From an optimization exercise on the open Yosys and OpenROAD flow, aimed at small area, a short achievable clock period and few clock cycles per item; shortcuts taken in it are not production practice.
Only simulation tests tie the RTL to the original design; equivalence was not proved.

==> module fp32_div_int, before the edit <==
module fp32_div_int (
    input  wire        clk,
    input  wire        rst,
    input  wire        start,      
    input  wire [31:0] a,
    input  wire [4:0]  kp,         
    input  wire [6:0]  kp3,        
    input  wire [2:0]  c,
    output reg         done,
    output reg  [31:0] y
);
    localparam [31:0] QNAN = 32'h7FC00000;
    localparam integer N0 = 3, N1 = 4;    
    function automatic [32:0] dsteps;     
        input [4:0]  r_in;
        input [27:0] w_in;
        input [4:0]  k1;
        input [6:0]  k3;
        input integer n;
        reg   [4:0]  r;
        reg   [27:0] w;
        reg   [6:0]  rs;
        reg   [7:0]  t1, t2, t3;
        integer      j;
        begin
            r = r_in; w = w_in;
            for (j = 0; j < n; j = j + 1) begin
                rs = {r, w[27:26]};
                t1 = {1'b0, rs} - {3'b000, k1};
                t2 = {1'b0, rs} - {2'b00, k1, 1'b0};
                t3 = {1'b0, rs} - {1'b0, k3};
                w  = {w[25:0], 2'b00};
                if (!t3[7])      begin w[1:0] = 2'd3; r = t3[4:0]; end
                else if (!t2[7]) begin w[1:0] = 2'd2; r = t2[4:0]; end
                else if (!t1[7]) begin w[1:0] = 2'd1; r = t1[4:0]; end
                else             begin w[1:0] = 2'd0; r = rs[4:0]; end
            end
            dsteps = {r, w};
        end
    endfunction
    wire       a_zero = (a[30:0] == 31'd0);
    wire       a_max  = (a[30:23] == 8'hFF);
    wire [1:0] spec0  = a_max ? ((a[22:0] != 0) ? 2'd3 : 2'd2) : (a_zero ? 2'd1 : 2'd0);
    wire [23:0] m0    = {(a[30:23] != 8'd0), a[22:0]};
    wire [8:0] ec0    = {1'b0, a[30:23]} + {8'd0, (a[30:23] == 8'd0)} + {6'd0, c};
    reg        v1, v2, v3, v4;    
    reg  [4:0] r1, r3;
    reg [27:0] w1, w3;
    reg  [4:0] k1, k3;
    reg  [6:0] t1, t3;
    reg  [8:0] e1, e3;
    reg        g1, g3;
    reg  [1:0] p1, p3;
    wire [32:0] s1 = start ? dsteps({1'b0, m0[23:20]}, {m0[19:0], 8'd0}, kp, kp3, N0)
                           : dsteps(r1, w1, k1, t1, N0);
    wire [32:0] s3 = v2 ? dsteps(r1, w1, k1, t1, N1) : dsteps(r3, w3, k3, t3, N1);
    wire [27:0] q   = w3;
    wire        rnz = (r3 != 5'd0);
    wire        l27 = q[27];
    wire        normal = l27 ? (e3 >= 9'd5) : (e3 >= 9'd6);
    reg  [3:0]  sh;
    reg  [23:0] mant;
    reg         guard, stk;
    reg  [7:0]  em1;
    reg  [31:0] res;
    always @* begin
        if (normal) sh = l27 ? 4'd4 : 4'd3;
        else        sh = 4'd9 - {1'b0, e3[2:0]};      
        mant  = q >> sh;
        guard = q[sh - 4'd1];
        stk   = ((q & ~(28'hFFFFFFF << (sh - 4'd1))) != 28'd0) | rnz;
        em1   = normal ? (e3[7:0] + (l27 ? 8'd27 : 8'd26) - 8'd32) : 8'd0;
        res   = {g3, ({em1, 23'd0} + {7'd0, mant} + {30'd0, guard & (stk | mant[0])})};
        case (p3)
            2'd1: res = {g3, 31'd0};
            2'd2: res = {g3, 8'hFF, 23'd0};
            2'd3: res = QNAN;
            default: ;
        endcase
    end
    always @(posedge clk) begin
        r1 <= s1[32:28]; w1 <= s1[27:0];
        r3 <= s3[32:28]; w3 <= s3[27:0];
        if (start) begin
            k1 <= kp; t1 <= kp3; e1 <= ec0; g1 <= a[31]; p1 <= spec0;
        end
        if (v2) begin
            k3 <= k1; t3 <= t1; e3 <= e1; g3 <= g1; p3 <= p1;
        end
        y  <= res;
        if (rst) begin
            v1 <= 1'b0; v2 <= 1'b0; v3 <= 1'b0; v4 <= 1'b0; done <= 1'b0;
        end else begin
            v1 <= start; v2 <= v1; v3 <= v2; v4 <= v3; done <= v4;
        end
    end
endmodule
==> module boxblur_lane, before the edit <==
module boxblur_lane (
    input  wire        clk,
    input  wire        rst,         
    input  wire        start,       
    input  wire [4:0]  ksize,       
    input  wire        in_valid,
    input  wire [31:0] in_data,
    output wire        in_ready,
    output wire        out_valid,
    output wire [31:0] out_data
);
    localparam MAXK = 29;
    reg        rdy;             
    reg        busy;            
    reg  [4:0] k;               
    reg  [4:0] cnt;             
    assign in_ready = rdy;
    wire take = in_valid & ~busy;
    wire sub_now = (cnt >= k);
    wire        f_v     = take;
    wire [31:0] f_data  = in_data;
    wire        f_sub   = sub_now;
    wire        f_emit  = ({1'b0, cnt} + 6'd1 >= {1'b0, k});
    wire        f_first = (cnt == 5'd0);
    always @(posedge clk) begin
        if (rst) begin
            rdy <= 1'b1;
            busy <= 1'b0;
            cnt <= 5'd0;
        end else begin
            rdy <= ~(take & sub_now);
            busy <= take & sub_now;
            if (start & ~busy) begin
                k   <= ksize;
                cnt <= 5'd0;
            end else if (take && cnt != 5'd31) begin
                cnt <= cnt + 5'd1;
            end
        end
    end
    reg [31:0] hist [0:MAXK-1];    
    reg [31:0] acc;                
    reg [31:0] opb;                
    reg        acc_h, opb_h;       
    reg        a_sub;              
    reg        a_emit;             
    reg        d_v;                
    reg  [4:0] kdp;                
    reg  [2:0] kdc;
    reg  [6:0] kdp3;               
    integer i;
    reg  [4:0] kn;
    reg  [2:0] kc;
    always @* begin
        if (k[4])      begin kn = k;                kc = 3'd0; end
        else if (k[3]) begin kn = {k[3:0], 1'b0};   kc = 3'd1; end
        else if (k[2]) begin kn = {k[2:0], 2'b00};  kc = 3'd2; end
        else if (k[1]) begin kn = {k[1:0], 3'b000}; kc = 3'd3; end
        else           begin kn = {k[0], 4'b0000};  kc = 3'd4; end
    end
    wire [31:0] x_old = hist[k - 5'd1];
    wire [31:0] sum;
    wire        sum_h;
    fp32_add u_add (.a(acc), .ha(acc_h), .b(opb), .hb(opb_h), .y(sum), .hy(sum_h));
    reg  [31:0] opb_n;
    always @* begin
        if (f_v & f_sub)
            opb_n = {~x_old[31], x_old[30:0]};
        else if (f_v)
            opb_n = f_data;
        else if (a_sub)
            opb_n = hist[0];
        else
            opb_n = 32'h80000000;
    end
    always @(posedge clk) begin
        if (f_v) begin
            for (i = MAXK - 1; i > 0; i = i - 1)
                hist[i] <= hist[i - 1];
            hist[0] <= f_data;
        end
        acc   <= (f_v & f_first) ? 32'd0 : sum;
        acc_h <= (f_v & f_first) ? 1'b0 : sum_h;
        opb   <= opb_n;
        opb_h <= (opb_n[30:23] != 8'd0);
        if (f_v & f_first) begin
            kdp  <= kn;
            kdc  <= kc;
            kdp3 <= {2'b00, kn} + {1'b0, kn, 1'b0};
        end
        if (rst) begin
            a_sub  <= 1'b0;
            a_emit <= 1'b0;
            d_v    <= 1'b0;
        end else begin
            a_sub  <= f_v & f_sub;
            a_emit <= f_v ? (f_emit & ~f_sub) : a_sub;
            d_v    <= a_emit;
        end
    end
    fp32_div_int u_div (
        .clk(clk), .rst(rst), .start(d_v),
        .a(acc), .kp(kdp), .kp3(kdp3), .c(kdc), .done(out_valid), .y(out_data)
    );
endmodule
export LEC_CHECK = 0
export ABC_AREA = 1
export CAP_MARGIN = 20
export CORE_MARGIN = 2
export CORE_UTILIZATION = 40
export PLACE_DENSITY = 0.6
export SLEW_MARGIN = 20
create_clock -name core_clock -period 24.0 [get_ports {clk}]
standard.sh (not shown) runs the stock make flow with config.mk's settings and CLKGATE_MAP_FILE= SYNTH_SCRIPT=/design/flow/synth_recipe.tcl, a recipe that flattens the netlist after the stock synthesis.
==> flow/flow/run.sh <==
#!/bin/bash
# Standard layout, with timing repair aimed well below the clock period
# (repair_timing setup margin 17 ns), so that resizing and buffering shorten
# the critical paths of the design. Constraints and clock are unchanged.
set -euo pipefail
bash standard.sh SETUP_SLACK_MARGIN=17 finish > make_finish.log 2>&1
The starting point completed without violations.
Testbench counts at the start, summed over its fixed seeds: cycles 38,860, items 17,185.
Next try:
--- a/flow/design.v
+++ b/flow/design.v
@@ -205,7 +205,7 @@
     output reg  [31:0] y
 );
     localparam [31:0] QNAN = 32'h7FC00000;
-    localparam integer N0 = 3, N1 = 4;    
+    localparam integer N0 = 4, N1 = 3;    
     function automatic [32:0] dsteps;     
         input [4:0]  r_in;
         input [27:0] w_in;
@@ -302,27 +302,28 @@
     output wire [31:0] out_data
 );
     localparam MAXK = 29;
-    reg        rdy;             
-    reg        busy;            
+    reg        rdy;
     reg  [4:0] k;               
     reg  [4:0] cnt;             
+    reg        f_v;             
+    reg [31:0] f_data;
+    reg        f_sub, f_emit, f_first;
     assign in_ready = rdy;
-    wire take = in_valid & ~busy;
+    wire take = in_valid & rdy;
     wire sub_now = (cnt >= k);
-    wire        f_v     = take;
-    wire [31:0] f_data  = in_data;
-    wire        f_sub   = sub_now;
-    wire        f_emit  = ({1'b0, cnt} + 6'd1 >= {1'b0, k});
-    wire        f_first = (cnt == 5'd0);
     always @(posedge clk) begin
+        f_data  <= in_data;
+        f_sub   <= sub_now;
+        f_emit  <= ({1'b0, cnt} + 6'd1 >= {1'b0, k});
+        f_first <= (cnt == 5'd0);
         if (rst) begin
             rdy <= 1'b1;
-            busy <= 1'b0;
+            f_v <= 1'b0;
             cnt <= 5'd0;
         end else begin
+            f_v <= take;
             rdy <= ~(take & sub_now);
-            busy <= take & sub_now;
-            if (start & ~busy) begin
+            if (start & rdy) begin
                 k   <= ksize;
                 cnt <= 5'd0;
             end else if (take && cnt != 5'd31) begin
After rerunning: Die area went up by 1.1%. Core utilization went up by 0.23 points. Worst setup slack loses 0.078 ns. Area after synthesis went up by 1.1%. Critical path depth went up by 39. Global-route usage went down by 0.24 points. Wire length went up by 0.88%. Cell area went up by 1.7%.
Testbench counts after the change, summed over its fixed seeds: cycles 38,868, items 17,185.

-- re-timing with driven ports --
No port has a modelled driver above. Below, the same layouts with a new extraction and two added sets of constraints.
Step 1 sets driving cells, clkbuf_16 on the clock port and buf_2 on the other inputs (assumed; they add their load-dependent delay and slew).
Step 2 moves the port delays by t, midway between the first and last clock arrival at a register: inputs arrive t later, outputs are due t later. That takes back most of the time a late clock gives input paths.
a / b / c = no drivers / after step 1 / after step 2; a / b = the first two.
| run | t, ns | setup slack, ns | hold WS [ns] | worst setup path after step 2 | worst data-port slew with drivers (ns) |
|---|---|---|---|---|---|
| the first run | 0.847 | 17.071 / 17.121 / 16.286 | 0.401 / 0.401 / 0.401 | input to register | 0.07 |
| the second run | 0.855 | 16.994 / 16.994 / 16.994 | 0.386 / 0.386 / 0.386 | register to register | 0.07 |
After both steps setup and hold are still met in every run listed. The setup slack of the first run, which loses most, moves by +0.050 ns with the drivers and by -0.785 ns with both steps.
